Background: an optimization exercise with open tools, aiming at a short achievable clock period. Do not read the settings as production practice. RTL that was checked went through simulation tests only; none was proved equivalent to the original. Power figures rest on the tool's default switching activity, not on a simulated workload.

==> lagoon <==
// midi4cx3_core
module midi4cx3_core (
    input  wire       clk,
    input  wire       rst,         
    input  wire       scan_clk,    
    input  wire       scan_data,   
    input  wire       scan_sync,   
    input  wire       pedal,       
    input  wire       tx_ready,    
    output reg  [7:0] tx_data,
    output reg        tx_wr
);
    localparam integer NS = 22;       
    reg [6:0]    pos;           
    reg          prev_clk;      
    reg          prev_sync;     
    reg          rst_d;         
    reg [63:0]   ring;          
    reg          first;         
    reg          rot;           
    reg          rot_bit;       
    reg          pk;            
    reg          pv;            
    reg          event_f;
    reg          idle_f;
    reg [NS-1:0] wr;            
    reg          wadv;          
    reg [NS-1:0] rd;            
    reg          radv;          
    reg [2:0]    off;           
    reg          m_ped [0:NS-1];
    reg          m_v   [0:NS-1];
    reg [6:0]    m_b1  [0:NS-1];
    wire pz        = (pos == 7'd0);
    wire p64       = pos[6];
  ...
==> module midi4cx3_core, before the edit <==
module midi4cx3_core (
    input  wire       clk,
    input  wire       rst,         
    input  wire       scan_clk,    
    input  wire       scan_data,   
    input  wire       scan_sync,   
    input  wire       pedal,       
    input  wire       tx_ready,    
    output reg  [7:0] tx_data,
    output reg        tx_wr
);
    localparam integer NS = 22;       
    reg [6:0]    pos;           
    reg          prev_clk;      
    reg          prev_sync;     
    reg          rst_d;         
    reg [63:0]   ring;          
    reg          first;         
    reg          rot;           
    reg          rot_bit;       
    reg          pk;            
    reg          pv;            
    reg          event_f;
    reg          idle_f;
    reg [NS-1:0] wr;            
    reg          wadv;          
    reg [NS-1:0] rd;            
    reg          radv;          
    reg [2:0]    off;           
    reg          m_ped [0:NS-1];
    reg          m_v   [0:NS-1];
    reg [6:0]    m_b1  [0:NS-1];
    wire pz        = (pos == 7'd0);
    wire p64       = pos[6];
    wire valid_key = ~pos[6] & (pos[5:0] != 6'd0) & (pos[5:0] != 6'd32) &
                     (pos[5:0] != 6'd33);
    wire old       = ring[0] & ~first;
    wire [NS-1:0] wr_eff = wadv ? {wr[NS-2:0], wr[NS-1]} : wr;
    wire [NS-1:0] rd_eff = radv ? {rd[NS-2:0], rd[NS-1]} : rd;
    wire q_empty   = |(wr_eff & rd_eff);
    wire q_full    = |({wr[NS-2:0], wr[NS-1]} & rd_eff);
    wire [6:0] note = pos[5] ? (7'd35 - {pos[5:0], 1'b0})      
                             : (7'd98 - {pos[5:0], 1'b0});     
    wire [6:0] b1_new = p64 ? 7'h40 : note;
    wire service   = ~pz & ~prev_clk & scan_clk;
    wire sync_exit = pz & prev_sync & ~scan_sync;
    wire key_trans = service & valid_key & (scan_data ^ old);
    wire ped_slot  = service & p64;
    wire ped_chg   = ped_slot & (~pk | (pedal ^ pv));
    wire enq_req   = key_trans | ped_chg;
    wire enq       = enq_req & ~q_full;
    wire idle_next = key_trans ? 1'b0 : ((service & ~p64) ? 1'b1 : idle_f);
    wire pos_nz    = pz ? sync_exit : ~ped_slot;
    wire gate      = event_f & idle_next & pos_nz;
    wire tx_byte   = gate & tx_ready & ~q_empty;
    wire ev_clear  = gate & tx_ready & q_empty;
    reg [6:0] pos_next;
    always @(*) begin
        if (sync_exit)
            pos_next = 7'd1;
        else if (service)
            pos_next = p64 ? 7'd0 : pos + 7'd1;
        else
            pos_next = pos;
    end
    reg       h_ped, h_v;
    reg [6:0] h_b1;
    integer i;
    always @(*) begin
        h_ped = 1'b0; h_v = 1'b0; h_b1 = 7'd0;
        for (i = 0; i < NS; i = i + 1) begin
            h_ped = h_ped | (rd_eff[i] & m_ped[i]);
            h_v   = h_v   | (rd_eff[i] & m_v[i]);
            h_b1  = h_b1  | ({7{rd_eff[i]}} & m_b1[i]);
        end
    end
    wire [7:0] b0 = {1'b1, 1'b0, h_ped, h_ped | h_v, 4'h0};
    wire [7:0] b1 = {1'b0, h_b1};
    wire [7:0] b2 = h_ped ? {1'b0, {7{h_v}}} : {1'b0, h_v, 6'd0};
    wire [7:0] hbyte = ({8{off[0]}} & b0) | ({8{off[1]}} & b1) | ({8{off[2]}} & b2);
    always @(posedge clk) begin
        rst_d <= rst;
        if (rst) begin
            pos       <= 7'd0;
            prev_clk  <= 1'b0;
            prev_sync <= 1'b0;
            event_f   <= 1'b0;
            idle_f    <= 1'b0;
            tx_wr     <= 1'b0;
        end else begin
            pos       <= pos_next;
            prev_clk  <= scan_clk;
            prev_sync <= scan_sync;
            event_f   <= ev_clear ? 1'b0 : (event_f | enq_req);
            idle_f    <= idle_next;
            tx_wr     <= tx_byte;
        end
    end
    always @(posedge clk) begin
        if (rst_d) begin
            wr   <= {{(NS-1){1'b0}}, 1'b1};
            rd   <= {{(NS-1){1'b0}}, 1'b1};
            wadv <= 1'b0;
            radv <= 1'b0;
        end else begin
            wr   <= wr_eff;
            rd   <= rd_eff;
            wadv <= enq;
            radv <= tx_byte & off[2];
        end
        if (rst_d)
            off <= 3'b001;
        else if (tx_byte)
            off <= {off[1:0], off[2]};
        if (rst_d) begin
            first <= 1'b1;
            pk    <= 1'b0;
        end else if (ped_slot) begin
            first <= 1'b0;
            pk    <= 1'b1;
        end
        if (ped_slot)
            pv <= pedal;
        rot     <= service;
        rot_bit <= scan_data;
        if (rot)
            ring <= {rot_bit, ring[63:1]};
        tx_data <= hbyte;
    end
    always @(posedge clk) begin
        for (i = 0; i < NS; i = i + 1) begin
            if (wr_eff[i]) begin
                m_ped[i] <= p64;
                m_v[i]   <= p64 ? pedal : scan_data;
                m_b1[i]  <= b1_new;
            end
        end
    end
endmodule
clock: 8.0 ns
lec_check: 0
cap_margin: 20
core_margin: 2
core_utilization: 40
slew_margin: 20
standard.sh (not shown) runs the stock make flow with config.mk's settings and CLKGATE_MAP_FILE= SYNTH_SCRIPT=/design/flow/synth_recipe.tcl, a recipe that flattens the netlist after the stock synthesis.
==> flow/flow/run.sh <==
#!/bin/bash
set -euo pipefail
MARGIN=${MARGIN:-6}
bash standard.sh SETUP_SLACK_MARGIN=$MARGIN finish > standard_make.log 2>&1
==> sierra (differences from lagoon) <==
==> flow/design.v (replaced) <==
module midi4cx3_core (
    input  wire       clk,
    input  wire       rst,         
    input  wire       scan_clk,    
    input  wire       scan_data,   
    input  wire       scan_sync,   
    input  wire       pedal,       
    input  wire       tx_ready,    
    output reg  [7:0] tx_data,
    output reg        tx_wr
);
    localparam integer NS = 22;       
    reg [6:0]    pos;           
    reg          prev_clk;      
    reg          prev_sync;     
    reg [63:0]   ring;          
    reg          first;         
    reg          rot;           
    reg          rot_bit;       
    reg          pk;            
    reg          pv;            
    reg          event_f;
    reg          idle_f;
    reg [NS-1:0] wr;            
    reg [NS-1:0] rd;            
    reg          wadv;          
    reg [2:0]    off;           
    reg          m_ped [0:NS-1];
    reg          m_v   [0:NS-1];
    reg [6:0]    m_note[0:NS-1];
    wire pz        = (pos == 7'd0);
    wire p64       = pos[6];
    wire valid_key = ~pos[6] & (pos[5:0] != 6'd0) & (pos[5:0] != 6'd32) &
                     (pos[5:0] != 6'd33);
    wire old       = ring[0] & ~first;
    wire svc_en    = ~pz & ~prev_clk;
    wire [NS-1:0] wr_eff = wadv ? {wr[NS-2:0], wr[NS-1]} : wr;
    wire q_empty   = |(wr_eff & rd);
    wire q_full    = |({wr[NS-2:0], wr[NS-1]} & rd);    
    wire [6:0] note = pos[5] ? (7'd35 - {pos[5:0], 1'b0})      
                             : (7'd98 - {pos[5:0], 1'b0});     
    wire service   = svc_en & scan_clk;
    wire sync_exit = pz & prev_sync & ~scan_sync;
    wire key_trans = service & valid_key & (scan_data ^ old);
    wire ped_slot  = service & p64;
    wire ped_chg   = ped_slot & (~pk | (pedal ^ pv));
    wire enq_req   = key_trans | ped_chg;
    wire enq       = enq_req & ~q_full;
    wire idle_next = key_trans ? 1'b0 : ((service & ~p64) ? 1'b1 : idle_f);
    wire pos_nz    = pz ? sync_exit : ~ped_slot;
    wire gate      = event_f & idle_next & pos_nz;
    wire tx_byte   = gate & tx_ready & ~q_empty;
    wire ev_clear  = gate & tx_ready & q_empty;
    reg [6:0] pos_next;
    always @(*) begin
        if (sync_exit)
            pos_next = 7'd1;
        else if (service)
            pos_next = p64 ? 7'd0 : pos + 7'd1;
        else
            pos_next = pos;
    end
    reg       h_ped, h_v;
    reg [6:0] h_note;
    integer i;
    always @(*) begin
        h_ped = 1'b0; h_v = 1'b0; h_note = 7'd0;
        for (i = 0; i < NS; i = i + 1) begin
            h_ped  = h_ped  | (rd[i] & m_ped[i]);
            h_v    = h_v    | (rd[i] & m_v[i]);
            h_note = h_note | ({7{rd[i]}} & m_note[i]);
        end
    end
    wire [7:0] b0 = {1'b1, 1'b0, h_ped, h_ped | h_v, 4'h0};
    wire [7:0] b1 = h_ped ? 8'h40 : {1'b0, h_note};
    wire [7:0] b2 = h_ped ? {1'b0, {7{h_v}}} : {1'b0, h_v, 6'd0};
    wire [7:0] hbyte = ({8{off[0]}} & b0) | ({8{off[1]}} & b1) | ({8{off[2]}} & b2);
    always @(posedge clk) begin
        if (rst) begin
            pos       <= 7'd0;
            prev_clk  <= 1'b0;
            prev_sync <= 1'b0;
            first     <= 1'b1;
            pk        <= 1'b0;
            event_f   <= 1'b0;
            idle_f    <= 1'b0;
            wr        <= {{(NS-1){1'b0}}, 1'b1};
            rd        <= {{(NS-1){1'b0}}, 1'b1};
            wadv      <= 1'b0;
            off       <= 3'b001;
            tx_wr     <= 1'b0;
        end else begin
            pos       <= pos_next;
            prev_clk  <= scan_clk;
            prev_sync <= scan_sync;
            if (ped_slot) begin
                first <= 1'b0;
                pk    <= 1'b1;
            end
            event_f   <= ev_clear ? 1'b0 : (event_f | enq_req);
            idle_f    <= idle_next;
            wr        <= wr_eff;
            wadv      <= enq;
            if (tx_byte) begin
                off <= {off[1:0], off[2]};
                if (off[2])
                    rd <= {rd[NS-2:0], rd[NS-1]};
            end
            tx_wr     <= tx_byte;
        end
    end
    always @(posedge clk) begin
        if (ped_slot)
            pv <= pedal;
        rot     <= service;
        rot_bit <= scan_data;
        if (rot)
            ring <= {rot_bit, ring[63:1]};
        tx_data <= hbyte;
    end
    always @(posedge clk) begin
        for (i = 0; i < NS; i = i + 1) begin
            if (wr[i] & ~wadv & ~q_full) begin
                m_ped[i]  <= p64;
                m_v[i]    <= p64 ? pedal : scan_data;
                m_note[i] <= note;
            end
        end
    end
endmodule
==> flow/run.sh (new file) <==
#!/bin/bash
# synth_recipe.tcl (not shown) runs the flow's synth.tcl, then flattens the netlist and writes it again
# the make line also repeats each setting of config.mk as NAME=value (left out here)
make -C /OpenROAD-flow-scripts/flow DESIGN_CONFIG=/design/flow/config.mk WORK_HOME=/design/flow/orfs CLKGATE_MAP_FILE= SYNTH_SCRIPT=/design/flow/synth_recipe.tcl finish
- CORE_UTILIZATION: 40 -> 30
- SETUP_SLACK_MARGIN: not set -> 5
removed: flow/flow/run.sh
removed: flow/standard.sh
==> qor summary <==
Die height: lagoon 185 µm; sierra 206 µm
Number of antenna violations at the first check in global routing: lagoon 0; sierra 1
Fin crit period: lagoon 2.57 ns; sierra 2.95 ns
Multiplexer fraction of the synthesized cell area: lagoon 6.00%; sierra 3.81%
Clk. pwr: lagoon 1.66 mW; sierra 1.72 mW
Logic pwr share: lagoon 1.3%; sierra 1.2%
GRT Util Overall: lagoon 22.0%; sierra 14.4%
Post-synth top area share: lagoon 60.3%; sierra 64.6%
Overall Power: lagoon 3.60 mW; sierra 3.65 mW
Power density over the cells: lagoon 229 mW/mm²; sierra 253 mW/mm²
Count of sequential standard cells: lagoon 337; sierra 335
Synth Cell Area: lagoon 0.0131 mm²; sierra 0.0122 mm²
Wire length on met2: lagoon 17200 µm; sierra 14700 µm
NonClk Buf Share: lagoon 4.57%; sierra 2.67%
Outcome: lagoon no timing/DRC/antenna violations; sierra no timing/DRC/antenna violations
Layout Area Growth over Synthesis: lagoon 19.9%; sierra 17.8%
Standard-cell row count: lagoon 66; sierra 73
Clock Buffer Count: lagoon 49; sierra 45
Skew final: lagoon 0.0214 ns; sierra 0.0208 ns
Die X-Extent: lagoon 185 µm; sierra 206 µm
Worst R2R End: lagoon tx_data[5]; sierra m_note[13][0]
Number of distinct library cell variants in the gate-level netlist after synthesis: lagoon 59; sierra 43
DR iter-0 viols: lagoon 1177; sierra 746
Synthesized-area fraction occupied by xor and xnor cells: lagoon 0.334%; sierra 0.286%
HP Start: lagoon ring[42]; sierra ring[30]
Flops & latches, synth: lagoon 337; sierra 335
Area of the core: lagoon 0.0324 mm²; sierra 0.0400 mm²
No functional check of the RTL was part of lagoon.

==> separate check: timing with driven ports <==
No port has a modelled driver above. Below, the same layouts with a new extraction and two added sets of constraints.
Step 1 (the two cells are an assumption about what drives the block):
set clk [get_ports {clk}]
set_driving_cell -lib_cell sky130_fd_sc_hd__clkbuf_16 $clk
set_driving_cell -lib_cell sky130_fd_sc_hd__buf_2 [delete_from_list [all_inputs] $clk]
Step 2 times the ports against the registers' clock, not the clock port: input delays grow and output delays shrink by t, the midpoint of the rising clock arrivals with the driver on.
a / b / c = ideal / step 1 / step 2; a / b = the first two.
run | shift t [ns] | setup slack, ns | latest minus earliest clock arrival (ns)
lagoon | 0.570 | 5.435 / 5.383 / 5.064 | 0.024 / 0.023
sierra | 0.563 | 5.051 / 5.004 / 4.602 | 0.022 / 0.022
After both steps every run listed still meets setup and hold. For sierra, which loses most, drivers alone change the setup slack by -0.047 ns; drivers and shift together by -0.449 ns.
